Source: an optimization exercise on an open RTL-to-GDS flow (aim: small area, a short achievable clock period and few clock cycles per item). Production flows keep margins and buffers that such runs may drop. Function was not checked in any run shown here: the RTL went through the layout flow alone. Power is estimated from default activity; no workload was simulated.

==> design.v <==
module popcount_unit (
    input  wire         clk,
    input  wire         rst,         
    input  wire         in_valid,
    input  wire [1:0]   op,          
    input  wire [127:0] operand,
    output reg          out_valid,
    output reg  [7:0]   result,
    output reg          valid,
    output reg          illegal,
    output reg  [2:0]   strategy
);
    wire fs1;
    wire fc2;
    wire fs3;
    wire fc4;
    wire fs5;
    wire fc6;
    wire fs7;
    wire fc8;
    wire fs9;
    wire fc10;
    wire fs11;
    wire fc12;
    wire fs13;
    wire fc14;
    wire fs15;
    wire fc16;
    wire fs17;
    wire fc18;
    wire fs19;
    wire fc20;
    wire fs21;
    wire fc22;
    wire fs23;
    wire fc24;
    wire fs25;
    wire fc26;
    wire fs27;
    wire fc28;
    wire fs29;
    wire fc30;
    wire fs31;
    wire fc32;
    wire fs33;
    wire fc34;
    wire fs35;
    wire fc36;
    wire fs37;
    wire fc38;
    wire fs39;
    wire fc40;
    wire fs41;
    wire fc42;
    wire fs43;
    wire fc44;
    wire fs45;
    wire fc46;
    wire fs47;
    wire fc48;
    wire fs49;
    wire fc50;
    wire fs51;
    wire fc52;
    wire fs53;
    wire fc54;
    wire fs55;
    wire fc56;
    wire fs57;
    wire fc58;
    wire fs59;
    wire fc60;
    wire fs61;
    wire fc62;
    wire fs63;
    wire fc64;
    wire fs65;
    wire fc66;
    wire fs67;
    wire fc68;
    wire fs69;
    wire fc70;
    wire fs71;
    wire fc72;
    wire fs73;
    wire fc74;
    wire fs75;
    wire fc76;
    wire fs77;
    wire fc78;
    wire fs79;
    wire fc80;
    wire fs81;
    wire fc82;
    wire fs83;
    wire fc84;
    wire fs85;
    wire fc86;
    wire fs87;
    wire fc88;
    wire fs89;
    wire fc90;
    wire fs91;
    wire fc92;
    wire fs93;
    wire fc94;
    wire fs95;
    wire fc96;
    wire fs97;
    wire fc98;
    wire fs99;
    wire fc100;
    wire fs101;
    wire fc102;
    wire fs103;
    wire fc104;
    wire fs105;
    wire fc106;
    wire fs107;
    wire fc108;
    wire fs109;
    wire fc110;
    wire fs111;
    wire fc112;
    wire fs113;
    wire fc114;
    wire fs115;
    wire fc116;
    wire fs117;
    wire fc118;
    wire fs119;
    wire fc120;
    wire fs121;
    wire fc122;
    wire fs123;
    wire fc124;
    wire fs125;
    wire fc126;
    wire fs127;
    wire fc128;
    wire fs129;
    wire fc130;
    wire fs131;
    wire fc132;
    wire fs133;
    wire fc134;
    wire fs135;
    wire fc136;
    wire fs137;
    wire fc138;
    wire fs139;
    wire fc140;
    wire fs141;
    wire fc142;
    wire fs143;
    wire fc144;
    wire fs145;
    wire fc146;
    wire fs147;
    wire fc148;
    wire fs149;
    wire fc150;
    wire fs151;
    wire fc152;
    wire fs153;
    wire fc154;
    wire fs155;
    wire fc156;
    wire fs157;
    wire fc158;
    wire fs159;
    wire fc160;
    wire fs161;
    wire fc162;
    wire fs163;
    wire fc164;
    wire fs165;
    wire fc166;
    wire fs167;
    wire fc168;
    wire fs169;
    wire fc170;
    wire fs171;
    wire fc172;
    wire fs173;
    wire fc174;
    wire fs175;
    wire fc176;
    wire fs177;
    wire fc178;
    wire fs179;
    wire fc180;
    wire fs181;
    wire fc182;
    wire fs183;
    wire fc184;
    wire fs185;
    wire fc186;
    wire fs187;
    wire fc188;
    wire fs189;
    wire fc190;
    wire fs191;
    wire fc192;
    wire fs193;
    wire fc194;
    wire fs195;
    wire fc196;
    wire fs197;
    wire fc198;
    wire fs199;
    wire fc200;
    wire fs201;
    wire fc202;
    wire gz203;
    wire gz204;
    wire gz205;
    wire gz206;
    wire gz207;
    wire gz208;
    wire gz209;
    wire gz210;
    wire gz211;
    wire gz212;
    wire gz213;
    wire gz214;
    wire gz215;
    wire gz216;
    wire gz217;
    wire gz218;
    wire gs219;
    wire gz220;
    wire gd221;
    wire gd222;
    wire gd223;
    wire gd224;
    wire gd225;
    wire gd226;
    wire gd227;
    wire gd228;
    wire gs229;
    wire gz230;
    wire gd231;
    wire gd232;
    wire gd233;
    wire gd234;
    wire gd235;
    wire gd236;
    wire gd237;
    wire gd238;
    wire gs239;
    wire gz240;
    wire gd241;
    wire gd242;
    wire gd243;
    wire gd244;
    wire gd245;
    wire gd246;
    wire gd247;
    wire gd248;
    wire gs249;
    wire gz250;
    wire gd251;
    wire gd252;
    wire gd253;
    wire gd254;
    wire gd255;
    wire gd256;
    wire gd257;
    wire gd258;
    wire gs259;
    wire gz260;
    wire gd261;
    wire gd262;
    wire gd263;
    wire gd264;
    wire gd265;
    wire gd266;
    wire gd267;
    wire gd268;
    wire gs269;
    wire gz270;
    wire gd271;
    wire gd272;
    wire gd273;
    wire gd274;
    wire gd275;
    wire gd276;
    wire gd277;
    wire gd278;
    wire gs279;
    wire gz280;
    wire gd281;
    wire gd282;
    wire gd283;
    wire gd284;
    wire gd285;
    wire gd286;
    wire gd287;
    wire gd288;
    wire gs289;
    wire gz290;
    wire gd291;
    wire gd292;
    wire gd293;
    wire gd294;
    wire gd295;
    wire gd296;
    wire gd297;
    wire gd298;
    wire gs299;
    wire gz300;
    wire gm301;
    wire gd302;
    wire gd303;
    wire gd304;
    wire gd305;
    wire gd306;
    wire gd307;
    wire gd308;
    wire gd309;
    wire gs310;
    wire gz311;
    wire gm312;
    wire gd313;
    wire gd314;
    wire gd315;
    wire gd316;
    wire gd317;
    wire gd318;
    wire gd319;
    wire gd320;
    wire gs321;
    wire gz322;
    wire gm323;
    wire gd324;
    wire gd325;
    wire gd326;
    wire gd327;
    wire gd328;
    wire gd329;
    wire gd330;
    wire gd331;
    wire gs332;
    wire gz333;
    wire gm334;
    wire gd335;
    wire gd336;
    wire gd337;
    wire gd338;
    wire gd339;
    wire gd340;
    wire gd341;
    wire gd342;
    wire gs343;
    wire gz344;
    wire gm345;
    wire gm346;
    wire gd347;
    wire gd348;
    wire gd349;
    wire gd350;
    wire gd351;
    wire gd352;
    wire gd353;
    wire gd354;
    wire gs355;
    wire gz356;
    wire gm357;
    wire gm358;
    wire gd359;
    wire gd360;
    wire gd361;
    wire gd362;
    wire gd363;
    wire gd364;
    wire gd365;
    wire gd366;
    wire gs367;
    wire gz368;
    wire gm369;
    wire gm370;
    wire gm371;
    wire gd372;
    wire gd373;
    wire gd374;
    wire gd375;
    wire gd376;
    wire gd377;
    wire gd378;
    wire gd379;
    wire fs380;
    wire fc381;
    wire fs382;
    wire fc383;
    wire fs384;
    wire fc385;
    wire fs386;
    wire fc387;
    wire fs388;
    wire fc389;
    wire fs390;
    wire fc391;
    wire fs392;
    wire fc393;
    wire fs394;
    wire fc395;
    wire fs396;
    wire fc397;
    wire fs398;
    wire fc399;
    wire fs400;
    wire fc401;
    wire fs402;
    wire fc403;
    wire fs404;
    wire fc405;
    wire fs406;
    wire fc407;
    wire fs408;
    wire fc409;
    wire fs410;
    wire fc411;
    wire fs412;
    wire fc413;
    wire fs414;
    wire fc415;
    wire fs416;
    wire fc417;
    wire es418;
    wire ez419;
    wire es420;
    wire ez421;
    wire es422;
    wire ez423;
    wire es424;
    wire ez425;
    wire es426;
    wire ez427;
    wire em428;
    wire es429;
    wire ez430;
    wire em431;
    wire es432;
    wire ez433;
    wire em434;
    wire em435;
    wire ispop436;
    wire isscan437;
    wire ra438;
    wire rb439;
    wire ra440;
    wire ra441;
    wire ra442;
    wire ra443;
    wire ra444;
    wire ra445;
    wire ra446;
    wire vl447;
    wire il448;
    reg pc0_r1_0;
    reg pc0_r1_1;
    reg pc1_r1_2;
    reg pc1_r1_3;
    reg pc1_r1_4;
    reg pc1_r1_5;
    reg pc1_r1_6;
    reg pc1_r1_7;
    reg pc1_r1_8;
    reg pc2_r1_9;
    reg pc2_r1_10;
    reg pc2_r1_11;
    reg pc2_r1_12;
    reg pc2_r1_13;
    reg pc2_r1_14;
    reg pc2_r1_15;
    reg pc2_r1_16;
    reg pc2_r1_17;
    reg pc2_r1_18;
    reg pc3_r1_19;
    reg pc3_r1_20;
    reg pc3_r1_21;
    reg pc3_r1_22;
    reg pc3_r1_23;
    reg pc3_r1_24;
    reg pc3_r1_25;
    reg pc4_r1_26;
    reg gz_r1_27;
    reg gi_r1_28;
    reg gi_r1_29;
    reg gi_r1_30;
    reg gi_r1_31;
    reg gd_r1_32;
    reg gd_r1_33;
    reg gd_r1_34;
    reg gd_r1_35;
    reg gd_r1_36;
    reg gd_r1_37;
    reg gd_r1_38;
    reg gd_r1_39;
    reg op0_r1_40;
    reg op1_r1_41;
    reg ra0_r2_42;
    reg rb0_r2_43;
    reg ra1_r2_44;
    reg ra2_r2_45;
    reg ra3_r2_46;
    reg ra4_r2_47;
    reg ra5_r2_48;
    reg ra6_r2_49;
    reg valid_r2_50;
    reg ill_r2_51;
    reg ispop_r2_52;
    reg vld_r1, vld_r2;
    fa3 u_fs1 (.a(operand[0]), .b(operand[100]), .c(operand[101]), .s(fs1), .co(fc2));
    fa3 u_fs3 (.a(operand[102]), .b(operand[103]), .c(operand[104]), .s(fs3), .co(fc4));
    fa3 u_fs5 (.a(operand[105]), .b(operand[106]), .c(operand[107]), .s(fs5), .co(fc6));
    fa3 u_fs7 (.a(operand[108]), .b(operand[109]), .c(operand[10]), .s(fs7), .co(fc8));
    fa3 u_fs9 (.a(operand[110]), .b(operand[111]), .c(operand[112]), .s(fs9), .co(fc10));
    fa3 u_fs11 (.a(operand[113]), .b(operand[114]), .c(operand[115]), .s(fs11), .co(fc12));
    fa3 u_fs13 (.a(operand[116]), .b(operand[117]), .c(operand[118]), .s(fs13), .co(fc14));
    fa3 u_fs15 (.a(operand[119]), .b(operand[11]), .c(operand[120]), .s(fs15), .co(fc16));
    fa3 u_fs17 (.a(operand[121]), .b(operand[122]), .c(operand[123]), .s(fs17), .co(fc18));
    fa3 u_fs19 (.a(operand[124]), .b(operand[125]), .c(operand[126]), .s(fs19), .co(fc20));
    fa3 u_fs21 (.a(operand[127]), .b(operand[12]), .c(operand[13]), .s(fs21), .co(fc22));
    fa3 u_fs23 (.a(operand[14]), .b(operand[15]), .c(operand[16]), .s(fs23), .co(fc24));
    fa3 u_fs25 (.a(operand[17]), .b(operand[18]), .c(operand[19]), .s(fs25), .co(fc26));
    fa3 u_fs27 (.a(operand[1]), .b(operand[20]), .c(operand[21]), .s(fs27), .co(fc28));
    fa3 u_fs29 (.a(operand[22]), .b(operand[23]), .c(operand[24]), .s(fs29), .co(fc30));
    fa3 u_fs31 (.a(operand[25]), .b(operand[26]), .c(operand[27]), .s(fs31), .co(fc32));
    fa3 u_fs33 (.a(operand[28]), .b(operand[29]), .c(operand[2]), .s(fs33), .co(fc34));
    fa3 u_fs35 (.a(operand[30]), .b(operand[31]), .c(operand[32]), .s(fs35), .co(fc36));
    fa3 u_fs37 (.a(operand[33]), .b(operand[34]), .c(operand[35]), .s(fs37), .co(fc38));
    fa3 u_fs39 (.a(operand[36]), .b(operand[37]), .c(operand[38]), .s(fs39), .co(fc40));
    fa3 u_fs41 (.a(operand[39]), .b(operand[3]), .c(operand[40]), .s(fs41), .co(fc42));
    fa3 u_fs43 (.a(operand[41]), .b(operand[42]), .c(operand[43]), .s(fs43), .co(fc44));
    fa3 u_fs45 (.a(operand[44]), .b(operand[45]), .c(operand[46]), .s(fs45), .co(fc46));
    fa3 u_fs47 (.a(operand[47]), .b(operand[48]), .c(operand[49]), .s(fs47), .co(fc48));
    fa3 u_fs49 (.a(operand[4]), .b(operand[50]), .c(operand[51]), .s(fs49), .co(fc50));
    fa3 u_fs51 (.a(operand[52]), .b(operand[53]), .c(operand[54]), .s(fs51), .co(fc52));
    fa3 u_fs53 (.a(operand[55]), .b(operand[56]), .c(operand[57]), .s(fs53), .co(fc54));
    fa3 u_fs55 (.a(operand[58]), .b(operand[59]), .c(operand[5]), .s(fs55), .co(fc56));
    fa3 u_fs57 (.a(operand[60]), .b(operand[61]), .c(operand[62]), .s(fs57), .co(fc58));
    fa3 u_fs59 (.a(operand[63]), .b(operand[64]), .c(operand[65]), .s(fs59), .co(fc60));
    fa3 u_fs61 (.a(operand[66]), .b(operand[67]), .c(operand[68]), .s(fs61), .co(fc62));
    fa3 u_fs63 (.a(operand[69]), .b(operand[6]), .c(operand[70]), .s(fs63), .co(fc64));
    fa3 u_fs65 (.a(operand[71]), .b(operand[72]), .c(operand[73]), .s(fs65), .co(fc66));
    fa3 u_fs67 (.a(operand[74]), .b(operand[75]), .c(operand[76]), .s(fs67), .co(fc68));
    fa3 u_fs69 (.a(operand[77]), .b(operand[78]), .c(operand[79]), .s(fs69), .co(fc70));
    fa3 u_fs71 (.a(operand[7]), .b(operand[80]), .c(operand[81]), .s(fs71), .co(fc72));
    fa3 u_fs73 (.a(operand[82]), .b(operand[83]), .c(operand[84]), .s(fs73), .co(fc74));
    fa3 u_fs75 (.a(operand[85]), .b(operand[86]), .c(operand[87]), .s(fs75), .co(fc76));
    fa3 u_fs77 (.a(operand[88]), .b(operand[89]), .c(operand[8]), .s(fs77), .co(fc78));
    fa3 u_fs79 (.a(operand[90]), .b(operand[91]), .c(operand[92]), .s(fs79), .co(fc80));
    fa3 u_fs81 (.a(operand[93]), .b(operand[94]), .c(operand[95]), .s(fs81), .co(fc82));
    fa3 u_fs83 (.a(operand[96]), .b(operand[97]), .c(operand[98]), .s(fs83), .co(fc84));
    fa3 u_fs85 (.a(fc10), .b(fc12), .c(fc14), .s(fs85), .co(fc86));
    fa3 u_fs87 (.a(fc16), .b(fc18), .c(fc2), .s(fs87), .co(fc88));
    fa3 u_fs89 (.a(fc20), .b(fc22), .c(fc24), .s(fs89), .co(fc90));
    fa3 u_fs91 (.a(fc26), .b(fc28), .c(fc30), .s(fs91), .co(fc92));
    fa3 u_fs93 (.a(fc32), .b(fc34), .c(fc36), .s(fs93), .co(fc94));
    fa3 u_fs95 (.a(fc38), .b(fc4), .c(fc40), .s(fs95), .co(fc96));
    fa3 u_fs97 (.a(fc42), .b(fc44), .c(fc46), .s(fs97), .co(fc98));
    fa3 u_fs99 (.a(fc48), .b(fc50), .c(fc52), .s(fs99), .co(fc100));
    fa3 u_fs101 (.a(fc54), .b(fc56), .c(fc58), .s(fs101), .co(fc102));
    fa3 u_fs103 (.a(fc6), .b(fc60), .c(fc62), .s(fs103), .co(fc104));
    fa3 u_fs105 (.a(fc64), .b(fc66), .c(fc68), .s(fs105), .co(fc106));
    fa3 u_fs107 (.a(fc70), .b(fc72), .c(fc74), .s(fs107), .co(fc108));
    fa3 u_fs109 (.a(fc76), .b(fc78), .c(fc8), .s(fs109), .co(fc110));
    fa3 u_fs111 (.a(fc80), .b(fc82), .c(fc84), .s(fs111), .co(fc112));
    fa3 u_fs113 (.a(operand[99]), .b(operand[9]), .c(fs1), .s(fs113), .co(fc114));
    fa3 u_fs115 (.a(fs11), .b(fs13), .c(fs15), .s(fs115), .co(fc116));
    fa3 u_fs117 (.a(fs17), .b(fs19), .c(fs21), .s(fs117), .co(fc118));
    fa3 u_fs119 (.a(fs23), .b(fs25), .c(fs27), .s(fs119), .co(fc120));
    fa3 u_fs121 (.a(fs29), .b(fs3), .c(fs31), .s(fs121), .co(fc122));
    fa3 u_fs123 (.a(fs33), .b(fs35), .c(fs37), .s(fs123), .co(fc124));
    fa3 u_fs125 (.a(fs39), .b(fs41), .c(fs43), .s(fs125), .co(fc126));
    fa3 u_fs127 (.a(fs45), .b(fs47), .c(fs49), .s(fs127), .co(fc128));
    fa3 u_fs129 (.a(fs5), .b(fs51), .c(fs53), .s(fs129), .co(fc130));
    fa3 u_fs131 (.a(fs55), .b(fs57), .c(fs59), .s(fs131), .co(fc132));
    fa3 u_fs133 (.a(fs61), .b(fs63), .c(fs65), .s(fs133), .co(fc134));
    fa3 u_fs135 (.a(fs67), .b(fs69), .c(fs7), .s(fs135), .co(fc136));
    fa3 u_fs137 (.a(fs71), .b(fs73), .c(fs75), .s(fs137), .co(fc138));
    fa3 u_fs139 (.a(fs77), .b(fs79), .c(fs81), .s(fs139), .co(fc140));
    fa3 u_fs141 (.a(fc100), .b(fc102), .c(fc104), .s(fs141), .co(fc142));
    fa3 u_fs143 (.a(fc106), .b(fc108), .c(fc110), .s(fs143), .co(fc144));
    fa3 u_fs145 (.a(fc112), .b(fc86), .c(fc88), .s(fs145), .co(fc146));
    fa3 u_fs147 (.a(fc90), .b(fc92), .c(fc94), .s(fs147), .co(fc148));
    fa3 u_fs149 (.a(fc114), .b(fc116), .c(fc118), .s(fs149), .co(fc150));
    fa3 u_fs151 (.a(fc120), .b(fc122), .c(fc124), .s(fs151), .co(fc152));
    fa3 u_fs153 (.a(fc126), .b(fc128), .c(fc130), .s(fs153), .co(fc154));
    fa3 u_fs155 (.a(fc132), .b(fc134), .c(fc136), .s(fs155), .co(fc156));
    fa3 u_fs157 (.a(fc138), .b(fc140), .c(fs101), .s(fs157), .co(fc158));
    fa3 u_fs159 (.a(fs103), .b(fs105), .c(fs107), .s(fs159), .co(fc160));
    fa3 u_fs161 (.a(fs109), .b(fs111), .c(fs85), .s(fs161), .co(fc162));
    fa3 u_fs163 (.a(fs87), .b(fs89), .c(fs91), .s(fs163), .co(fc164));
    fa3 u_fs165 (.a(fs93), .b(fs95), .c(fs97), .s(fs165), .co(fc166));
    fa3 u_fs167 (.a(fs83), .b(fs9), .c(fs113), .s(fs167), .co(fc168));
    fa3 u_fs169 (.a(fs115), .b(fs117), .c(fs119), .s(fs169), .co(fc170));
    fa3 u_fs171 (.a(fs121), .b(fs123), .c(fs125), .s(fs171), .co(fc172));
    fa3 u_fs173 (.a(fs127), .b(fs129), .c(fs131), .s(fs173), .co(fc174));
    fa3 u_fs175 (.a(fs133), .b(fs135), .c(fs137), .s(fs175), .co(fc176));
    fa3 u_fs177 (.a(fc142), .b(fc144), .c(fc146), .s(fs177), .co(fc178));
    fa3 u_fs179 (.a(fc96), .b(fc98), .c(fc150), .s(fs179), .co(fc180));
    fa3 u_fs181 (.a(fc152), .b(fc154), .c(fc156), .s(fs181), .co(fc182));
    fa3 u_fs183 (.a(fc158), .b(fc160), .c(fc162), .s(fs183), .co(fc184));
    fa3 u_fs185 (.a(fc164), .b(fc166), .c(fs141), .s(fs185), .co(fc186));
    fa3 u_fs187 (.a(fs143), .b(fs145), .c(fs147), .s(fs187), .co(fc188));
    fa3 u_fs189 (.a(fs99), .b(fc168), .c(fc170), .s(fs189), .co(fc190));
    fa3 u_fs191 (.a(fc172), .b(fc174), .c(fc176), .s(fs191), .co(fc192));
    fa3 u_fs193 (.a(fs149), .b(fs151), .c(fs153), .s(fs193), .co(fc194));
    fa3 u_fs195 (.a(fs155), .b(fs157), .c(fs159), .s(fs195), .co(fc196));
    fa3 u_fs197 (.a(fs161), .b(fs163), .c(fs165), .s(fs197), .co(fc198));
    fa3 u_fs199 (.a(fs139), .b(fs167), .c(fs169), .s(fs199), .co(fc200));
    fa3 u_fs201 (.a(fs171), .b(fs173), .c(fs175), .s(fs201), .co(fc202));
    assign gz203 = |operand[7:0];
    assign gz204 = |operand[15:8];
    assign gz205 = |operand[23:16];
    assign gz206 = |operand[31:24];
    assign gz207 = |operand[39:32];
    assign gz208 = |operand[47:40];
    assign gz209 = |operand[55:48];
    assign gz210 = |operand[63:56];
    assign gz211 = |operand[71:64];
    assign gz212 = |operand[79:72];
    assign gz213 = |operand[87:80];
    assign gz214 = |operand[95:88];
    assign gz215 = |operand[103:96];
    assign gz216 = |operand[111:104];
    assign gz217 = |operand[119:112];
    assign gz218 = |operand[127:120];
    assign gs219 = op[1] ? gz204 : ~gz203;
    assign gz220 = gz203 | gz204;
    assign gd221 = gs219 ? operand[8] : operand[0];
    assign gd222 = gs219 ? operand[9] : operand[1];
    assign gd223 = gs219 ? operand[10] : operand[2];
    assign gd224 = gs219 ? operand[11] : operand[3];
    assign gd225 = gs219 ? operand[12] : operand[4];
    assign gd226 = gs219 ? operand[13] : operand[5];
    assign gd227 = gs219 ? operand[14] : operand[6];
    assign gd228 = gs219 ? operand[15] : operand[7];
    assign gs229 = op[1] ? gz206 : ~gz205;
    assign gz230 = gz205 | gz206;
    assign gd231 = gs229 ? operand[24] : operand[16];
    assign gd232 = gs229 ? operand[25] : operand[17];
    assign gd233 = gs229 ? operand[26] : operand[18];
    assign gd234 = gs229 ? operand[27] : operand[19];
    assign gd235 = gs229 ? operand[28] : operand[20];
    assign gd236 = gs229 ? operand[29] : operand[21];
    assign gd237 = gs229 ? operand[30] : operand[22];
    assign gd238 = gs229 ? operand[31] : operand[23];
    assign gs239 = op[1] ? gz208 : ~gz207;
    assign gz240 = gz207 | gz208;
    assign gd241 = gs239 ? operand[40] : operand[32];
    assign gd242 = gs239 ? operand[41] : operand[33];
    assign gd243 = gs239 ? operand[42] : operand[34];
    assign gd244 = gs239 ? operand[43] : operand[35];
    assign gd245 = gs239 ? operand[44] : operand[36];
    assign gd246 = gs239 ? operand[45] : operand[37];
    assign gd247 = gs239 ? operand[46] : operand[38];
    assign gd248 = gs239 ? operand[47] : operand[39];
    assign gs249 = op[1] ? gz210 : ~gz209;
    assign gz250 = gz209 | gz210;
    assign gd251 = gs249 ? operand[56] : operand[48];
    assign gd252 = gs249 ? operand[57] : operand[49];
    assign gd253 = gs249 ? operand[58] : operand[50];
    assign gd254 = gs249 ? operand[59] : operand[51];
    assign gd255 = gs249 ? operand[60] : operand[52];
    assign gd256 = gs249 ? operand[61] : operand[53];
    assign gd257 = gs249 ? operand[62] : operand[54];
    assign gd258 = gs249 ? operand[63] : operand[55];
    assign gs259 = op[1] ? gz212 : ~gz211;
    assign gz260 = gz211 | gz212;
    assign gd261 = gs259 ? operand[72] : operand[64];
    assign gd262 = gs259 ? operand[73] : operand[65];
    assign gd263 = gs259 ? operand[74] : operand[66];
    assign gd264 = gs259 ? operand[75] : operand[67];
    assign gd265 = gs259 ? operand[76] : operand[68];
    assign gd266 = gs259 ? operand[77] : operand[69];
    assign gd267 = gs259 ? operand[78] : operand[70];
    assign gd268 = gs259 ? operand[79] : operand[71];
    assign gs269 = op[1] ? gz214 : ~gz213;
    assign gz270 = gz213 | gz214;
    assign gd271 = gs269 ? operand[88] : operand[80];
    assign gd272 = gs269 ? operand[89] : operand[81];
    assign gd273 = gs269 ? operand[90] : operand[82];
    assign gd274 = gs269 ? operand[91] : operand[83];
    assign gd275 = gs269 ? operand[92] : operand[84];
    assign gd276 = gs269 ? operand[93] : operand[85];
    assign gd277 = gs269 ? operand[94] : operand[86];
    assign gd278 = gs269 ? operand[95] : operand[87];
    assign gs279 = op[1] ? gz216 : ~gz215;
    assign gz280 = gz215 | gz216;
    assign gd281 = gs279 ? operand[104] : operand[96];
    assign gd282 = gs279 ? operand[105] : operand[97];
    assign gd283 = gs279 ? operand[106] : operand[98];
    assign gd284 = gs279 ? operand[107] : operand[99];
    assign gd285 = gs279 ? operand[108] : operand[100];
    assign gd286 = gs279 ? operand[109] : operand[101];
    assign gd287 = gs279 ? operand[110] : operand[102];
    assign gd288 = gs279 ? operand[111] : operand[103];
    assign gs289 = op[1] ? gz218 : ~gz217;
    assign gz290 = gz217 | gz218;
    assign gd291 = gs289 ? operand[120] : operand[112];
    assign gd292 = gs289 ? operand[121] : operand[113];
    assign gd293 = gs289 ? operand[122] : operand[114];
    assign gd294 = gs289 ? operand[123] : operand[115];
    assign gd295 = gs289 ? operand[124] : operand[116];
    assign gd296 = gs289 ? operand[125] : operand[117];
    assign gd297 = gs289 ? operand[126] : operand[118];
    assign gd298 = gs289 ? operand[127] : operand[119];
    assign gs299 = op[1] ? gz230 : ~gz220;
    assign gz300 = gz220 | gz230;
    assign gm301 = gs299 ? gs229 : gs219;
    assign gd302 = gs299 ? gd231 : gd221;
    assign gd303 = gs299 ? gd232 : gd222;
    assign gd304 = gs299 ? gd233 : gd223;
    assign gd305 = gs299 ? gd234 : gd224;
    assign gd306 = gs299 ? gd235 : gd225;
    assign gd307 = gs299 ? gd236 : gd226;
    assign gd308 = gs299 ? gd237 : gd227;
    assign gd309 = gs299 ? gd238 : gd228;
    assign gs310 = op[1] ? gz250 : ~gz240;
    assign gz311 = gz240 | gz250;
    assign gm312 = gs310 ? gs249 : gs239;
    assign gd313 = gs310 ? gd251 : gd241;
    assign gd314 = gs310 ? gd252 : gd242;
    assign gd315 = gs310 ? gd253 : gd243;
    assign gd316 = gs310 ? gd254 : gd244;
    assign gd317 = gs310 ? gd255 : gd245;
    assign gd318 = gs310 ? gd256 : gd246;
    assign gd319 = gs310 ? gd257 : gd247;
    assign gd320 = gs310 ? gd258 : gd248;
    assign gs321 = op[1] ? gz270 : ~gz260;
    assign gz322 = gz260 | gz270;
    assign gm323 = gs321 ? gs269 : gs259;
    assign gd324 = gs321 ? gd271 : gd261;
    assign gd325 = gs321 ? gd272 : gd262;
    assign gd326 = gs321 ? gd273 : gd263;
    assign gd327 = gs321 ? gd274 : gd264;
    assign gd328 = gs321 ? gd275 : gd265;
    assign gd329 = gs321 ? gd276 : gd266;
    assign gd330 = gs321 ? gd277 : gd267;
    assign gd331 = gs321 ? gd278 : gd268;
    assign gs332 = op[1] ? gz290 : ~gz280;
    assign gz333 = gz280 | gz290;
    assign gm334 = gs332 ? gs289 : gs279;
    assign gd335 = gs332 ? gd291 : gd281;
    assign gd336 = gs332 ? gd292 : gd282;
    assign gd337 = gs332 ? gd293 : gd283;
    assign gd338 = gs332 ? gd294 : gd284;
    assign gd339 = gs332 ? gd295 : gd285;
    assign gd340 = gs332 ? gd296 : gd286;
    assign gd341 = gs332 ? gd297 : gd287;
    assign gd342 = gs332 ? gd298 : gd288;
    assign gs343 = op[1] ? gz311 : ~gz300;
    assign gz344 = gz300 | gz311;
    assign gm345 = gs343 ? gm312 : gm301;
    assign gm346 = gs343 ? gs310 : gs299;
    assign gd347 = gs343 ? gd313 : gd302;
    assign gd348 = gs343 ? gd314 : gd303;
    assign gd349 = gs343 ? gd315 : gd304;
    assign gd350 = gs343 ? gd316 : gd305;
    assign gd351 = gs343 ? gd317 : gd306;
    assign gd352 = gs343 ? gd318 : gd307;
    assign gd353 = gs343 ? gd319 : gd308;
    assign gd354 = gs343 ? gd320 : gd309;
    assign gs355 = op[1] ? gz333 : ~gz322;
    assign gz356 = gz322 | gz333;
    assign gm357 = gs355 ? gm334 : gm323;
    assign gm358 = gs355 ? gs332 : gs321;
    assign gd359 = gs355 ? gd335 : gd324;
    assign gd360 = gs355 ? gd336 : gd325;
    assign gd361 = gs355 ? gd337 : gd326;
    assign gd362 = gs355 ? gd338 : gd327;
    assign gd363 = gs355 ? gd339 : gd328;
    assign gd364 = gs355 ? gd340 : gd329;
    assign gd365 = gs355 ? gd341 : gd330;
    assign gd366 = gs355 ? gd342 : gd331;
    assign gs367 = op[1] ? gz356 : ~gz344;
    assign gz368 = gz344 | gz356;
    assign gm369 = gs367 ? gm357 : gm345;
    assign gm370 = gs367 ? gm358 : gm346;
    assign gm371 = gs367 ? gs355 : gs343;
    assign gd372 = gs367 ? gd359 : gd347;
    assign gd373 = gs367 ? gd360 : gd348;
    assign gd374 = gs367 ? gd361 : gd349;
    assign gd375 = gs367 ? gd362 : gd350;
    assign gd376 = gs367 ? gd363 : gd351;
    assign gd377 = gs367 ? gd364 : gd352;
    assign gd378 = gs367 ? gd365 : gd353;
    assign gd379 = gs367 ? gd366 : gd354;
    fa3 u_fs380 (.a(pc1_r1_2), .b(pc1_r1_3), .c(pc1_r1_4), .s(fs380), .co(fc381));
    fa3 u_fs382 (.a(pc1_r1_5), .b(pc1_r1_6), .c(pc1_r1_7), .s(fs382), .co(fc383));
    fa3 u_fs384 (.a(pc2_r1_10), .b(pc2_r1_11), .c(pc2_r1_12), .s(fs384), .co(fc385));
    fa3 u_fs386 (.a(pc2_r1_13), .b(pc2_r1_14), .c(pc2_r1_15), .s(fs386), .co(fc387));
    fa3 u_fs388 (.a(pc2_r1_16), .b(pc2_r1_17), .c(pc2_r1_18), .s(fs388), .co(fc389));
    fa3 u_fs390 (.a(pc3_r1_19), .b(pc3_r1_20), .c(pc3_r1_21), .s(fs390), .co(fc391));
    fa3 u_fs392 (.a(pc3_r1_22), .b(pc3_r1_23), .c(pc3_r1_24), .s(fs392), .co(fc393));
    fa3 u_fs394 (.a(pc2_r1_9), .b(fc381), .c(fc383), .s(fs394), .co(fc395));
    fa3 u_fs396 (.a(pc3_r1_25), .b(fc385), .c(fc387), .s(fs396), .co(fc397));
    fa3 u_fs398 (.a(pc4_r1_26), .b(fc391), .c(fc393), .s(fs398), .co(fc399));
    fa3 u_fs400 (.a(pc1_r1_8), .b(fs380), .c(fs382), .s(fs400), .co(fc401));
    fa3 u_fs402 (.a(fs384), .b(fs386), .c(fs388), .s(fs402), .co(fc403));
    fa3 u_fs404 (.a(fc389), .b(fs390), .c(fs392), .s(fs404), .co(fc405));
    fa3 u_fs406 (.a(fc395), .b(fc403), .c(fs396), .s(fs406), .co(fc407));
    fa3 u_fs408 (.a(fc397), .b(fc405), .c(fs398), .s(fs408), .co(fc409));
    fa3 u_fs410 (.a(fc401), .b(fs394), .c(fs402), .s(fs410), .co(fc411));
    fa3 u_fs412 (.a(fs404), .b(fc411), .c(fs406), .s(fs412), .co(fc413));
    fa3 u_fs414 (.a(fc407), .b(fs408), .c(fc413), .s(fs414), .co(fc415));
    fa3 u_fs416 (.a(fc399), .b(fc409), .c(fc415), .s(fs416), .co(fc417));
    assign es418 = op1_r1_41 ? gd_r1_33 : ~gd_r1_32;
    assign ez419 = gd_r1_32 | gd_r1_33;
    assign es420 = op1_r1_41 ? gd_r1_35 : ~gd_r1_34;
    assign ez421 = gd_r1_34 | gd_r1_35;
    assign es422 = op1_r1_41 ? gd_r1_37 : ~gd_r1_36;
    assign ez423 = gd_r1_36 | gd_r1_37;
    assign es424 = op1_r1_41 ? gd_r1_39 : ~gd_r1_38;
    assign ez425 = gd_r1_38 | gd_r1_39;
    assign es426 = op1_r1_41 ? ez421 : ~ez419;
    assign ez427 = ez419 | ez421;
    assign em428 = es426 ? es420 : es418;
    assign es429 = op1_r1_41 ? ez425 : ~ez423;
    assign ez430 = ez423 | ez425;
    assign em431 = es429 ? es424 : es422;
    assign es432 = op1_r1_41 ? ez430 : ~ez427;
    assign ez433 = ez427 | ez430;
    assign em434 = es432 ? em431 : em428;
    assign em435 = es432 ? es429 : es426;
    assign ispop436 = ~op1_r1_41 & ~op0_r1_40;
    assign isscan437 = (op1_r1_41 ^ op0_r1_40) & gz_r1_27;
    assign ra438 = (ispop436 & pc0_r1_0) | (isscan437 & em434);
    assign rb439 = ispop436 & pc0_r1_1;
    assign ra440 = (ispop436 & fs400) | (isscan437 & em435);
    assign ra441 = (ispop436 & fs410) | (isscan437 & es432);
    assign ra442 = (ispop436 & fs412) | (isscan437 & gi_r1_28);
    assign ra443 = (ispop436 & fs414) | (isscan437 & gi_r1_29);
    assign ra444 = (ispop436 & fs416) | (isscan437 & gi_r1_30);
    assign ra445 = (ispop436 & fc417) | (isscan437 & gi_r1_31);
    assign ra446 = 1'b0;
    assign vl447 = ispop436 | isscan437;
    assign il448 = op1_r1_41 & op0_r1_40;
    always @(posedge clk) begin
        pc0_r1_0 <= fs199;
        pc0_r1_1 <= fs201;
        pc1_r1_2 <= fc200;
        pc1_r1_3 <= fc202;
        pc1_r1_4 <= fs189;
        pc1_r1_5 <= fs191;
        pc1_r1_6 <= fs193;
        pc1_r1_7 <= fs195;
        pc1_r1_8 <= fs197;
        pc2_r1_9 <= fc190;
        pc2_r1_10 <= fc192;
        pc2_r1_11 <= fc194;
        pc2_r1_12 <= fc196;
        pc2_r1_13 <= fc198;
        pc2_r1_14 <= fs179;
        pc2_r1_15 <= fs181;
        pc2_r1_16 <= fs183;
        pc2_r1_17 <= fs185;
        pc2_r1_18 <= fs187;
        pc3_r1_19 <= fc148;
        pc3_r1_20 <= fs177;
        pc3_r1_21 <= fc180;
        pc3_r1_22 <= fc182;
        pc3_r1_23 <= fc184;
        pc3_r1_24 <= fc186;
        pc3_r1_25 <= fc188;
        pc4_r1_26 <= fc178;
        gz_r1_27 <= gz368;
        gi_r1_28 <= gm369;
        gi_r1_29 <= gm370;
        gi_r1_30 <= gm371;
        gi_r1_31 <= gs367;
        gd_r1_32 <= gd372;
        gd_r1_33 <= gd373;
        gd_r1_34 <= gd374;
        gd_r1_35 <= gd375;
        gd_r1_36 <= gd376;
        gd_r1_37 <= gd377;
        gd_r1_38 <= gd378;
        gd_r1_39 <= gd379;
        op0_r1_40 <= op[0];
        op1_r1_41 <= op[1];
        ra0_r2_42 <= ra438;
        rb0_r2_43 <= rb439;
        ra1_r2_44 <= ra440;
        ra2_r2_45 <= ra441;
        ra3_r2_46 <= ra442;
        ra4_r2_47 <= ra443;
        ra5_r2_48 <= ra444;
        ra6_r2_49 <= ra445;
        valid_r2_50 <= vl447;
        ill_r2_51 <= il448;
        ispop_r2_52 <= ispop436;
    end
    always @(posedge clk) begin
        if (rst) begin
            vld_r1 <= 1'b0;
            vld_r2 <= 1'b0;
        end else begin
            vld_r1 <= in_valid;
            vld_r2 <= vld_r1;
        end
    end
    wire [7:0] row_a = {1'b0, ra6_r2_49, ra5_r2_48, ra4_r2_47, ra3_r2_46, ra2_r2_45, ra1_r2_44, ra0_r2_42};
    wire [7:0] row_b = {1'b0, 1'b0, 1'b0, 1'b0, 1'b0, 1'b0, 1'b0, rb0_r2_43};
    wire [7:0] sum = row_a + row_b;
    always @* begin
        out_valid = vld_r2;
        result    = sum;
        valid     = valid_r2_50;
        illegal   = ill_r2_51;
        if (ispop_r2_52)
            strategy = (sum[7:4] == 4'd0) ? 3'b010 : 3'b001;
        else
            strategy = {1'b1, ill_r2_51, ill_r2_51};
    end
endmodule
module fa3 (input wire a, input wire b, input wire c, output wire s, output wire co);
    assign s  = a ^ b ^ c;
    assign co = (a & b) | (a & c) | (b & c);
endmodule
==> run.sh <==
#!/bin/bash
# synth_recipe.tcl (not shown) runs the flow's synth.tcl, then flattens the netlist and writes it again
# the make line also repeats each setting of config.mk as NAME=value (left out here)
make -C /OpenROAD-flow-scripts/flow DESIGN_CONFIG=/design/flow/config.mk WORK_HOME=/design/flow/orfs CLKGATE_MAP_FILE= SYNTH_SCRIPT=/design/flow/synth_recipe.tcl finish
==> config.mk <==
export PLATFORM = sky130hd
export DESIGN_NAME = popcount_unit
export DESIGN_NICKNAME = popcount_unit
export VERILOG_FILES = /design/flow/design.v
export SDC_FILE = /design/flow/constraint.sdc
export NUM_CORES = 4
export LEC_CHECK = 0
export CAP_MARGIN = 20
export CORE_MARGIN = 2
export CORE_UTILIZATION = 45
export SETUP_SLACK_MARGIN = 3.6
export SLEW_MARGIN = 20
export SYNTH_HIERARCHICAL = 1
export SYNTH_MINIMUM_KEEP_SIZE = 0
==> constraint.sdc <==
create_clock -name core_clock -period 7.0 [get_ports {clk}]
set_input_delay 1.4000 -clock core_clock [delete_from_list [all_inputs] [get_ports {clk}]]
set_output_delay 1.4000 -clock core_clock [all_outputs]
set_load 0.01 [all_outputs]
==> summary.txt, run 1 <==
Layout
  – Share of cells above drive strength 1: 0.488
  – Area grow syn2layout: 46.0%
  – Fillers: 986
  – # diodes: 0
  – Final net count: 981
  – Most frequent cells in the layout: buf_2 (79), fa_1 (69), buf_4 (60)
  – Finished Cell Area: 8720 sq um
  – Commonest non-fill, non-tap cell in the layout: buf_2

STA
  – Max_slew headroom: 0.513
  – RSZ-0062 raised after global routing: true
  – Final hold violations: 0
  – Minimum clock period: 3.52 ns
  – Max Slew Vio Count: 0
  – Maximum clock frequency: 284 MHz
  – Total negative slack: 0 ns
  – Final Skew: 0.00489 ns
  – Fin crit share: 0.503
  – Final setup vio count: 0
  – Worst slew pin tran: 0.724 ns

GRT
  – Antenna violations before repair: 0
  – Total track usage: 0.329
  – First-pass GRT wire length: 35.1 mm
  – Largest net degree at the start of global routing: 38
  – Vias in the first global route: 6028
  – GRT Residual Overflow: 0

Logic synthesis
  – Seq/Total Area, Yosys: 0.184
  – Largest area contributor in the netlist: fa_1
  – Top post-synthesis cells by area: fa_1 (40%), dfxtp_1 (18%), a211oi_1 (4.3%)
  – EDFF count, synth: 0
  – Main synth FF type: dfxtp_1
  – Yosys cell types: 57
  – Syn avg cell area: 11.6 sq um
  – Syn_nets: 773
  – Mapped Cells: 516
  – Yosys reg bits: 55
  – Synthesis Warnings: 7
  – Synth top area share: 0.402
  – Netlist Area Pre-Place: 5970 sq um
  – Fraction of registers with async set/reset: 0

Placed design
  – IO buf count: 146
  – Post-DP Area: 7650 sq um
  – HPWL Detailed: 18.5 mm
  – RePlAce Congestion: 0.988

Critical path
  – CP arrival: 3.70 ns
  – Crit start category: input pin
  – Critical-path maximum fanout: 5
  – Data required, critical path: 7.18 ns
  – Crit Path Category: input pin to flip-flop
  – Crit end category: flip-flop

Clock tree
  – Root Driver: clkbuf_16
  – CTS max path bufs: 2
  – Clock latency (worst-skew pair): 0.30 ns
  – TritonCTS buffer count: 5
  – Hold Buf Count CTS: 0
  – Clock Pin Slew Worst Setup and Hold Paths: 0.08 ns
  – CTS tree: done
  – Max H-tree Level: 2
  – Clock sinks: 55

Floorplan
  – Initial Util: 0.456
  – DIE AREA: 14200 sq um
  – Chip height: 119 microns
  – I/O Pins: 147
  – Rows: 42
  – Die width: 119 microns
  – Placeable Area: 13100 sq um

Detailed routing
  – # DRC: 0
  – Drt via density: 6.46
  – Initial DRC count: 644
  – Post-route ant nets: 0
  – Wirelength per Cell: 26.1 microns
  – DRT Pass-1 Iters: 8
  – Final WL: 23.6 mm
  – Via count: 5818

Status
  – Status: timing/DRC/antenna clean

Worst hold path
  – Worst Hold Class: flip-flop to flip-flop

Run
  – Number of max-cap violations: 0

Power and ir drop
  – Cell Pwr Density: 275 nW/um^2
  – Leak pwr: 3.35 nW
  – Maximum vdd ir drop: 0.342 mV
critical path: stages:
cell and delay, ns:
buf_8 0.09, or4_4 0.58, o41ai_4 0.44, o41ai_4 0.19, buf_4 0.18, a221oi_4 0.21, a311oi_2 0.10, or4_1 0.51
report_power, final:
group	switching, mW	internal, mW
clock	0.126	0.173
sequential	0.0708	0.439
combinational	0.804	0.788
total	1.00	1.40
cells by family after synthesis:
kind of cell	synth area share
muxes	0.0205
adders and majority gates	0.411
buffers and inverters	0.0147
xor gates and xnor gates	0.00733
AOI/OAI and AO/OA	0.211
DFF	0.184
and+or+nand+nor	0.151
modules after synthesis (local to each module, per instance):
module	area [sq um]	copies in the design	flip-flops and latches	cells
popcount_unit	3570	1	55	396
fa3	20.0	120	0	1
timing repair:
item,in CTS,in global routing
resized for setup,621,114
gates cloned,5,1
buffers inserted,36,24
pin swaps,100,65
endpoints found under the setup margin,40,24
routing by layer:
metal	vias up	routed length [microns]	global-route usage
li1	2438	-	-
met1	2888	9080	0.438
met2	424	11400	0.552
met3	68	2030	0.0455
met4	0	1020	0.118
met5	-	0	0
stage by stage:
step,total power [mW],cells,utilization,hold WS (ns),setup WS (ns)
after global placement,1.97,827,0.585,0.428,2.56
final,2.40,901,0.666,0.442,3.48
after CTS,2.38,876,0.628,0.444,3.48
after floorplan,1.45,516,-,0.412,3.50
after global routing,2.60,901,0.666,0.450,3.43
after detailed placement,2.05,827,0.585,0.426,2.51
final timing paths:
path / start / endpoint / slack [ns] / depth (start not counted)
setup / recovery: operand[61] / gd_r1_32 / 3.48 / 8
hold / removal: gi_r1_28 / ra3_r2_46 / 0.44 / 1
setup reg to reg: pc2_r1_10 / ra5_r2_48 / 3.66 / 7
hold reg to reg: gi_r1_28 / ra3_r2_46 / 0.44 / 1
synthesized netlist by cell type (all sizes together), types with 2 or more instances:
master and count:
nand2 30, xnor2 4, a22o 4, a211o 4
mux2i 7, a311oi 6, a31oi 2, a22oi 12
nand3 9, and4bb 3, fa 120, o41ai 3
and3 4, and2 15, a2111oi 2, o21ai 38
ha 4, or2 2, a221oi 19, a211oi 34
nor2 13, a21o 12, buf 6, mux2 2
a311o 4, nand4 6, o211ai 4, a21oi 7
inv 7, nor4 24, or4 26, dfxtp 55
o21a 6, clkbuf 6, nor2b 4, nand2b 3
area by class of cell:
type	instances	area, sq um	area share
clock buffers	5	125	0.0143
clock inverters	3	50.0	0.00574
inverters	7	30.0	0.00344
multi-input cells	447	5540	0.635
flip-flops and latches	55	1100	0.127
well taps	176	220	0.0253
repair buffers	208	1660	0.190
==> inputs of run 2 (changes only) <==
--- a/config.mk
+++ b/config.mk
@@ -9,5 +9,5 @@
 export CORE_MARGIN = 2
 export CORE_UTILIZATION = 45
-export SETUP_SLACK_MARGIN = 3.6
+export SETUP_SLACK_MARGIN = 3.45
 export SLEW_MARGIN = 20
 export SYNTH_HIERARCHICAL = 1
==> run 2 against run 1 <==
  * Sequential cell count unchanged
  * Combinational power up 3%
  * Utilization up 0.61 points
  * Clock-buffer cell count unchanged
  * Still clean on timing, DRC and antenna
  * Total power down 0.20%
  * Via count down 2.5%
  * Largest power group unchanged
==> summary.txt, run 2 <==
Status
  – Status: timing/DRC/antenna clean

Layout
  – # diodes: 0
  – Final net count: 975
  – Finished Core Util: 0.673
  – Most frequent cells in the layout: fa_1 (86), dfxtp_1 (55), buf_4 (46)
  – Share of cells above drive strength 1: 0.423
  – Area grow syn2layout: 47.3%
  – Commonest non-fill, non-tap cell in the layout: fa_1

Logic synthesis
  – Seq/Total Area, Yosys: 0.184
  – Netlist Area Pre-Place: 5970 sq um
  – Main synth FF type: dfxtp_1
  – Most numerous cell in the Yosys netlist: fa_1
  – Top post-synthesis cells by area: fa_1 (40%), dfxtp_1 (18%), a211oi_1 (4.3%)
  – EDFF count, synth: 0
  – Mapped Cells: 516
  – Synthesis Warnings: 7
  – Yosys cell types: 57
  – Syn avg cell area: 11.6 sq um
  – Synth top area share: 0.402
  – Yosys reg bits: 55
  – Fraction of registers with async set/reset: 0
  – Largest area contributor in the netlist: fa_1
  – Most frequent cells after synthesis: fa_1 (120), dfxtp_1 (55), a211oi_1 (34)
  – Syn_nets: 773

GRT
  – Antenna violations before repair: 0
  – Largest net degree at the start of global routing: 21
  – First-pass GRT wire length: 34.7 mm
  – Vias in the first global route: 5976
  – Total track usage: 0.329
  – GRT Residual Overflow: 0

Critical path
  – Worst path cell trace: buf_2 -> or4_4 -> o41ai_4 -> o41ai_4 -> buf_12 -> buf_6 -> a221oi_4 -> a311oi_2 -> or4_1
  – Critical-path maximum fanout: 5
  – Max incr delay on CP: 0.57 ns
  – Crit start category: input pin
  – R2R Setup Slk: 3.61 ns
  – Crit Path Category: input pin to flip-flop
  – Crit end category: flip-flop
  – CP arrival: 3.81 ns
  – Data required, critical path: 7.17 ns
  – Slowest-stage cell, CP: or4_4
  – Most used cell along the critical path: o41ai_4

STA
  – Fin crit share: 0.520
  – Hold Slack: 0.453 ns
  – Final hold violations: 0
  – Max Slew Vio Count: 0
  – Final setup vio count: 0
  – RSZ-0062 raised after global routing: true
  – Minimum clock period: 3.64 ns
  – Worst slew pin tran: 0.758 ns
  – Final Skew: 0.00648 ns
  – Total negative slack: 0 ns
  – Maximum clock frequency: 275 MHz
  – Max_slew headroom: 0.495

Floorplan
  – Rows: 42
  – Placeable Area: 13100 sq um
  – Chip height: 119 microns
  – I/O Pins: 147
  – Die width: 119 microns
  – Initial Util: 0.456
  – DIE AREA: 14200 sq um

Clock tree
  – Root Driver: clkbuf_16
  – TritonCTS buffer count: 5
  – Max H-tree Level: 2
  – Hold Buf Count CTS: 0
  – CTS max path bufs: 2
  – Clock Pin Slew Worst Setup and Hold Paths: 0.08 ns
  – CTS tree: done
  – Clock sinks: 55
  – Clock latency (worst-skew pair): 0.30 ns

Placed design
  – RePlAce Congestion: 0.927
  – HPWL Detailed: 18.5 mm
  – IO buf count: 146

Detailed routing
  – DRT Pass-1 Iters: 5
  – Final WL: 23.5 mm
  – # DRC: 0
  – Initial DRC count: 479
  – Via count: 5675
  – Post-route ant nets: 0
  – Drt via density: 6.34
  – Wirelength per Cell: 26.2 microns

Power and ir drop
  – Leak pwr: 3.35 nW
  – Maximum vdd ir drop: 0.307 mV
  – Cell Pwr Density: 272 nW/um^2
  – Power Total: 2.40 mW

Worst hold path
  – Worst Hold Class: flip-flop to flip-flop

Run
  – Number of max-cap violations: 0
## run 2: layout make-up
| type | count | area (sq um) |
|---|---|---|
| clock buffers | 5 | 125 |
| multi-input cells | 445 | 5530 |
| flip-flops and latches | 55 | 1100 |
| clock inverters | 3 | 31.3 |
| repair buffers | 204 | 1760 |
| fillers | 1026 | 4280 |
| inverters | 7 | 30.0 |
| well taps | 176 | 220 |
## run 2: worst max-delay path, delay by kind of cell
| family | cells | cell delay [ns] |
|---|---|---|
| buf+inv | 3 | 0.42 |
| compound gates | 4 | 0.89 |
| simple gates | 2 | 1.09 |
## run 2: metrics by stage
stage          cells  area, sq um  setup slack, ns
3_3_place_gp     827         7600             2.37
6_report         895         8800             3.36
5_1_grt          895         8800             3.33
4_1_cts          879         8570             3.41
2_1_floorplan    516         5970             3.49
3_5_place_dp     827         7600             2.32
## run 2: what timing repair did
action,in CTS,in global routing
pin swaps,85,62
setup buffers,40,16
gates cloned,4,0
gates resized for setup,400,121
setup endpoints to repair,39,18
## run 2: kinds of logic (layout without fill, tap and decap cells)
family / Yosys count / count (layout) / share of synthesized area
XOR/XNOR: 5 / 5 / 0.00733
AND/OR/NAND/NOR: 141 / 141 / 0.151
multiplexers: 10 / 11 / 0.0205
adder cells (fa/ha/maj): 124 / 124 / 0.411
buffers and inverters: 19 / 219 / 0.0147
flip-flops: 55 / 55 / 0.184
AO/OA/AOI/OAI: 162 / 164 / 0.211
## run 2: Yosys stat by module, one instance, submodules excluded
module         copies in the design  cells inside  area [sq um]  flip-flops and latches
fa3                             120             1          20.0                       0
popcount_unit                     1           396          3570                      55
## run 2: worst paths after layout
path / startpoint / end / depth (start not counted)
setup reg to reg: pc2_r1_10 / ra5_r2_48 / 7
hold reg to reg: pc0_r1_1 / rb0_r2_43 / 1
hold / removal: pc0_r1_1 / rb0_r2_43 / 1
setup / recovery: operand[57] / gd_r1_39 / 9
## run 2: power breakdown
group	leakage, nW	switching, mW	internal, mW
Clock	0.0778	0.122	0.138
Combinational	2.81	0.835	0.794
Sequential	0.463	0.0685	0.439
Total	3.35	1.03	1.37
## run 2: per-layer routing
metal,vias up,share of wire,track usage,wire length [microns]
met4,0,0.057,0.156,1340
met1,2809,0.39,0.438,9140
met3,87,0.085,0.0556,2000
met2,370,0.47,0.527,11000
met5,-,0,0,0
li1,2409,-,-,-
==> inputs of run 3 (changes only) <==
--- a/config.mk
+++ b/config.mk
@@ -9,5 +9,5 @@
 export CORE_MARGIN = 2
 export CORE_UTILIZATION = 45
-export SETUP_SLACK_MARGIN = 3.45
+export SETUP_SLACK_MARGIN = 3.3
 export SLEW_MARGIN = 20
 export SYNTH_HIERARCHICAL = 1
==> run 3 against run 2 <==
  * Still clean on timing, DRC and antenna
  * Worst hold slack improved by 0.0079 ns
  * Clock skew is 0.0019 ns lower
  * Critical path depth down 4
  * Synthesized area unchanged
  * Combinational power down 2%
==> summary.txt, run 3 <==
Status
  – Status: timing/DRC/antenna clean

Power and ir drop
  – Int Power: 1.35 mW
  – Psw: 1.00 mW
  – Clock network power share: 0.110
  – Sequential share of power: 0.215
  – Switching part of the total power: 0.427
  – Leak pwr: 3.20 nW
  – Cell Pwr Density: 283 nW/um^2
  – Maximum vdd ir drop: 0.301 mV
  – Combinational Power Share: 0.674

Detailed routing
  – Via count: 5416
  – Final WL: 22.1 mm
  – Drt via density: 6.26
  – Wirelength per Cell: 25.5 microns
  – # DRC: 0
  – Initial DRC count: 415
  – DRT Pass-1 Iters: 5
  – Post-route ant nets: 0

STA
  – Worst slew pin tran: 0.648 ns
  – Total negative slack: 0 ns
  – Final Skew: 0.00459 ns
  – Minimum clock period: 3.69 ns
  – RSZ-0062 raised after global routing: true
  – Max_slew headroom: 0.567
  – Max Slew Vio Count: 0
  – Final setup vio count: 0
  – Fin crit share: 0.527
  – Maximum clock frequency: 271 MHz
  – Final hold violations: 0

GRT
  – Total track usage: 0.321
  – Largest net degree at the start of global routing: 36
  – Vias in the first global route: 5805
  – Antenna violations before repair: 0
  – GRT Residual Overflow: 0
  – First-pass GRT wire length: 33.8 mm

Clock tree
  – Clock latency (worst-skew pair): 0.29 ns
  – TritonCTS buffer count: 5
  – Max H-tree Level: 2
  – Hold Buf Count CTS: 0
  – CTS max path bufs: 2
  – Clock sinks: 55
  – Clock Pin Slew Worst Setup and Hold Paths: 0.07 ns
  – CTS tree: done
  – Root Driver: clkbuf_16

Critical path
  – Crit start category: input pin
  – RR Endpoint: ra5_r2_48
  – Crit Path Category: input pin to flip-flop
  – Reg-to-Reg Start: pc2_r1_10
  – CP arrival: 3.87 ns
  – R2R Setup Slk: 3.62 ns
  – Critical-path maximum fanout: 4
  – Worst R2R Path Depth: 7
  – Data required, critical path: 7.18 ns
  – Crit path from: operand[22]
  – Crit end category: flip-flop

Logic synthesis
  – Syn avg cell area: 11.6 sq um
  – Yosys reg bits: 55
  – Most frequent cells after synthesis: fa_1 (120), dfxtp_1 (55), a211oi_1 (34)
  – Seq/Total Area, Yosys: 0.184
  – Most numerous cell in the Yosys netlist: fa_1
  – Synthesis Warnings: 7
  – Main synth FF type: dfxtp_1
  – Syn_nets: 773
  – Netlist Area Pre-Place: 5970 sq um
  – Synth top area share: 0.402
  – EDFF count, synth: 0
  – Yosys cell types: 57
  – Mapped Cells: 516
  – Fraction of registers with async set/reset: 0
  – Top post-synthesis cells by area: fa_1 (40%), dfxtp_1 (18%), a211oi_1 (4.3%)
  – Largest area contributor in the netlist: fa_1

Layout
  – Area grow syn2layout: 39.2%
  – Commonest non-fill, non-tap cell in the layout: dlygate4sd2_1
  – Share of cells above drive strength 1: 0.229
  – Final net count: 945
  – Final instance count without filler cells: 865
  – # diodes: 0
  – Most frequent cells in the layout: dlygate4sd2_1 (109), fa_1 (98), dfxtp_1 (55)

Floorplan
  – DIE AREA: 14200 sq um
  – Rows: 42
  – I/O Pins: 147
  – Die width: 119 microns
  – Initial Util: 0.456
  – Chip height: 119 microns
  – Placeable Area: 13100 sq um

Worst hold path
  – Hold path endpoint: rb0_r2_43
  – Worst Hold Class: flip-flop to flip-flop
  – Hold path depth: 1
  – Hold Startpoint: pc0_r1_1

Placed design
  – Placed cells: 827
  – IO buf count: 146
  – HPWL Detailed: 18.5 mm
  – RePlAce Congestion: 0.927

Run
  – Number of max-cap violations: 0
==> run 3: cell counts after synthesis <==
No cell type changed its count.
==> run 3: routing by layer <==
| metal | vias up | GRT usage | part of all wire |
|---|---|---|---|
| li1 | 2348 | - | - |
| met1 | 2721 | 0.422 | 0.40 |
| met2 | 293 | 0.522 | 0.48 |
| met3 | 54 | 0.0618 | 0.075 |
| met4 | 0 | 0.132 | 0.046 |
| met5 | - | 0 | 0 |
==> run 3: critical path, cell delays in order <==
cell           delay (ns)
dlygate4sd2_1        0.31
fa_1                 0.55
fa_2                 0.61
fa_2                 0.51
fa_1                 0.49
==> run 3: power by group through the flow <==
stage	registers [mW]	logic (mW)	clock network (mW)
global placement	0.507	1.49	0
detailed placement	0.513	1.53	0
global route	0.519	1.76	0.278
floorplan	0.495	0.946	0
CTS	0.505	1.59	0.263
finish	0.507	1.59	0.260
==> run 3: Yosys stat by module, one instance, submodules excluded <==
| module | flops+latches | cells inside |
|---|---|---|
| popcount_unit | 55 | 396 |
| fa3 | 0 | 1 |
==> run 3: how the worst max path moves through the flow <==
stage,end,slack [ns]
after floorplan,pc0_r1_1,3.49
final,pc0_r1_1,3.31
after global routing,gd_r1_33,3.24
after global placement,gd_r1_38,2.37
after CTS,gd_r1_39,3.26
after detailed placement,gd_r1_39,2.32
==> run 3: timing repair <==
action	4_1_cts	5_1_grt
setup buffers	25	3
pin swaps	48	15
endpoints found under the setup margin	34	15
resized for setup	199	42
gates cloned	2	0
endpoints found under the hold margin	0	0
==> run 3: cells by family after synthesis <==
logic type               after synthesis  synth area share
flip-flops                            55             0.184
multiplexers                          10            0.0205
XOR/XNOR                               5           0.00733
AND/OR/NAND/NOR                      141             0.151
AO/OA/AOI/OAI                        162             0.211
adder cells (fa/ha/maj)              124             0.411
buffers and inverters                 19            0.0147
==> run 3: area by class of cell <==
cell class,count,area [sq um]
fill,1088,4770
inverter,7,30.0
timing repair buffer,175,1560
multi-input combinational,444,5250
tap,176,220
clock buffer,5,125
sequential,55,1100
clock inverter,3,31.3
==> run 3: stage by stage <==
stage	setup WS (ns)	power [mW]	cell area (sq um)	hold slack [ns]	util
after floorplan	3.49	1.44	5970	0.412	-
after global placement	2.37	2.00	7600	0.430	0.581
after detailed placement	2.32	2.04	7600	0.448	0.581
after CTS	3.26	2.36	8200	0.467	0.627
after global routing	3.24	2.56	8310	0.482	0.635
final	3.31	2.35	8310	0.461	0.635
==> inputs of run 4 (changes only) <==
==> flow/run.sh (new file) <==
#!/bin/bash
# Layout flow: the standard layout (standard.sh, all ORFS steps from
# synthesis to finish), with the input and output port buffers placed as
# sky130_fd_sc_hd__buf_1 cells instead of the cell buffer_ports picks by
# itself. Each step's full log stays under orfs/logs/; the output of make
# goes to flow_make.log in this folder.
set -euo pipefail
export BUFFER_PORTS_ARGS="-buffer_cell sky130_fd_sc_hd__buf_1"
bash standard.sh > flow_make.log 2>&1
==> standard.sh (new file) <==
#!/bin/bash
# synth_recipe.tcl (not shown) runs the flow's synth.tcl, then flattens the netlist and writes it again
# the make line also repeats each setting of config.mk as NAME=value (left out here)
make -C /OpenROAD-flow-scripts/flow DESIGN_CONFIG=/design/flow/config.mk WORK_HOME=/design/flow/orfs CLKGATE_MAP_FILE= SYNTH_SCRIPT=/design/flow/synth_recipe.tcl "${@:-finish}"
--- a/config.mk
+++ b/config.mk
@@ -9,5 +9,5 @@
 export CORE_MARGIN = 2
 export CORE_UTILIZATION = 45
-export SETUP_SLACK_MARGIN = 3.3
+export SETUP_SLACK_MARGIN = 3.6
 export SLEW_MARGIN = 20
 export SYNTH_HIERARCHICAL = 1
removed: run.sh
==> run 4 against run 3 <==
  * Largest cell class unchanged
  * Largest power group unchanged
  * Clock skew is 0.00084 ns higher
  * Critical path type unchanged
  * Sequential share of layout area up 0.21 points
  * Sequential power is essentially flat
  * Still clean on timing, DRC and antenna
  * Synthesized cell count did not move
==> summary.txt, run 4 <==
Floorplan
  – I/O Pins: 147
  – Placeable Area: 13100 sq um
  – DIE AREA: 14200 sq um
  – Initial Util: 0.456
  – Rows: 42
  – Die width: 119 microns
  – Chip height: 119 microns

Layout
  – Most frequent cells in the layout: fa_1 (75), dfxtp_1 (55), buf_4 (53)
  – Share of cells above drive strength 1: 0.418
  – Area grow syn2layout: 37.0%
  – Final net count: 973
  – Commonest non-fill, non-tap cell in the layout: fa_1

STA
  – Max Slew Vio Count: 0
  – Fin crit share: 0.501
  – Hold Slack: 0.450 ns
  – Maximum clock frequency: 285 MHz
  – Fin worst setup slack: 3.50 ns
  – Minimum clock period: 3.50 ns
  – Final Skew: 0.00543 ns
  – Max_slew headroom: 0.597
  – Final hold violations: 0
  – RSZ-0062 raised after global routing: true
  – Final setup vio count: 0
  – Total negative slack: 0 ns
  – Worst slew pin tran: 0.598 ns

Worst hold path
  – Hold path endpoint: ra3_r2_46
  – Hold Startpoint: gi_r1_28
  – Hold path depth: 1
  – Worst Hold Class: flip-flop to flip-flop

Logic synthesis
  – Fraction of registers with async set/reset: 0
  – Yosys cell types: 57
  – Most frequent cells after synthesis: fa_1 (120), dfxtp_1 (55), a211oi_1 (34)
  – Syn avg cell area: 11.6 sq um
  – Synth top area share: 0.402
  – Synthesis Warnings: 7
  – Syn_nets: 773
  – Netlist Area Pre-Place: 5970 sq um
  – Main synth FF type: dfxtp_1
  – Most numerous cell in the Yosys netlist: fa_1
  – Seq/Total Area, Yosys: 0.184
  – Top post-synthesis cells by area: fa_1 (40%), dfxtp_1 (18%), a211oi_1 (4.3%)
  – Mapped Cells: 516
  – Largest area contributor in the netlist: fa_1
  – Yosys reg bits: 55
  – EDFF count, synth: 0

Critical path
  – Worst R2R Path Depth: 7
  – Critical-path maximum fanout: 6
  – Crit start category: input pin
  – Crit end category: flip-flop
  – Reg-to-Reg Start: pc2_r1_10
  – Slowest-stage cell, CP: or4_1
  – CP arrival: 3.68 ns
  – Max incr delay on CP: 0.67 ns
  – RR Endpoint: ra5_r2_48
  – Data required, critical path: 7.18 ns
  – R2R Setup Slk: 3.68 ns
  – Worst path cell trace: buf_1 -> or4_1 -> o41ai_4 -> o41ai_4 -> buf_4 -> a221oi_2 -> a311oi_2 -> or4_1
  – Crit Path Category: input pin to flip-flop

GRT
  – Largest net degree at the start of global routing: 37
  – Antenna violations before repair: 1
  – Total track usage: 0.310
  – First-pass GRT wire length: 32.7 mm
  – GRT Residual Overflow: 0
  – Vias in the first global route: 5664

Power and ir drop
  – Leak pwr: 3.05 nW
  – Maximum vdd ir drop: 0.265 mV
  – Power Total: 2.29 mW
  – Cell Pwr Density: 280 nW/um^2

Status
  – Status: timing/DRC/antenna clean

Run
  – Number of max-cap violations: 0

Placed design
  – Place WS: 2.81 ns
  – IO buf count: 146
  – RePlAce Congestion: 0.984
  – HPWL Detailed: 18.1 mm

Clock tree
  – CTS tree: done
  – CTS max path bufs: 2
  – TritonCTS buffer count: 5
  – Clock latency (worst-skew pair): 0.30 ns
  – Clock Pin Slew Worst Setup and Hold Paths: 0.08 ns
  – Clock sinks: 55
  – Max H-tree Level: 2
  – Root Driver: clkbuf_16

Detailed routing
  – DRT Pass-1 Iters: 5
  – Drt via density: 6.27
  – Initial DRC count: 537
  – # DRC: 0
  – Via count: 5608
  – Post-route ant nets: 0
  – Final WL: 22.4 mm
  – Wirelength per Cell: 25.0 microns
[run 4: cells by family after synthesis]
family,share of synthesized area
compound gates,0.211
xor+xnor,0.00733
fa+ha+maj,0.411
buf+inv,0.0147
flops,0.184
mux,0.0205
simple gates,0.151
[run 4: cell type report]
type | instances | area (sq um)
inverter | 7 | 30.0
clock buffer | 5 | 125
tap | 176 | 220
fill | 1101 | 4900
sequential | 55 | 1100
clock inverter | 3 | 33.8
timing repair buffer | 200 | 1290
antenna | 1 | 2.50
multi-input combinational | 447 | 5380
[run 4: worst max path at each step]
stage,from,slack [ns],end,cells past startpoint
2_1_floorplan,operand[44],3.50,pc0_r1_1,4
3_3_place_gp,operand[69],2.81,gd_r1_39,7
3_5_place_dp,operand[69],2.81,gd_r1_38,7
4_1_cts,operand[65],3.52,gd_r1_39,8
5_1_grt,operand[85],3.40,gd_r1_38,7
6_report,operand[49],3.50,gd_r1_34,8
[run 4: per-layer routing]
layer  share of wire  GRT usage  vias up  wire (microns)
met5               0          0        -               0
met4           0.045      0.125        0            1000
met3           0.080     0.0627       54            1780
met2            0.48      0.513      336           10800
met1            0.39      0.399     2798            8810
li1                -          -     2420               -
[run 4: report_power, final]
group	switching [mW]	internal, mW	total [mW]
registers	0.0662	0.438	0.505
clock network	0.127	0.138	0.265
logic	0.785	0.733	1.52
total	0.978	1.31	2.29
[run 4: worst max-delay path: cells and delay by family]
kind            cells  cell delay [ns]
simple gates        2             1.08
compound gates      4             0.90
buf+inv             2             0.30
[run 4: per-module statistics from Yosys, one instance, submodules excluded]
module / area, sq um / flops+latches / cells inside
popcount_unit: 3570 / 55 / 396
fa3: 20.0 / 0 / 1
[run 4: timing repair]
item / 4_1_cts / 5_1_grt
cloned: 2 / 3
endpoints found under the hold margin: 0 / 0
setup buffers: 29 / 24
hold buffers: 0 / 0
pin swaps: 57 / 41
gates resized for setup: 155 / 113
setup endpoints to repair: 26 / 18
[run 4: stage by stage]
step	utilization	instance area, sq um	instances
finish	0.625	8180	894
global route	0.625	8180	894
CTS	0.578	7560	866
detailed placement	0.515	6740	827
global placement	0.515	6740	827
floorplan	-	6030	516

==> static timing again, ports no longer ideal <==
Ports are ideal in the flow. The routed layouts listed here were re-timed in OpenROAD. Step 1 sets driving cells, clkbuf_16 on the clock port and buf_2 on the other inputs (assumed; they add their load-dependent delay and slew). Step 2 moves the port delays by t, midway between the first and last clock arrival at a register: inputs arrive t later, outputs are due t later. That takes back most of the time a late clock gives input paths. a / b / c = ideal / step 1 / step 2; a / b = the first two.
| run | t (ns) | setup slack, ns | clock arrival spread, ns |
|---|---|---|---|
| run 1 | 0.332 | 3.476 / 3.465 / 3.133 | 0.005 / 0.005 |
| run 2 | 0.332 | 3.360 / 3.363 / 3.031 | 0.008 / 0.008 |
| run 3 | 0.329 | 3.310 / 3.322 / 2.993 | 0.005 / 0.005 |
| run 4 | 0.330 | 3.496 / 3.497 / 3.167 | 0.006 / 0.005 |
After both steps every run listed still meets setup and hold. The setup slack of run 1, which loses most, moves by -0.011 ns with the drivers and by -0.343 ns with both steps.
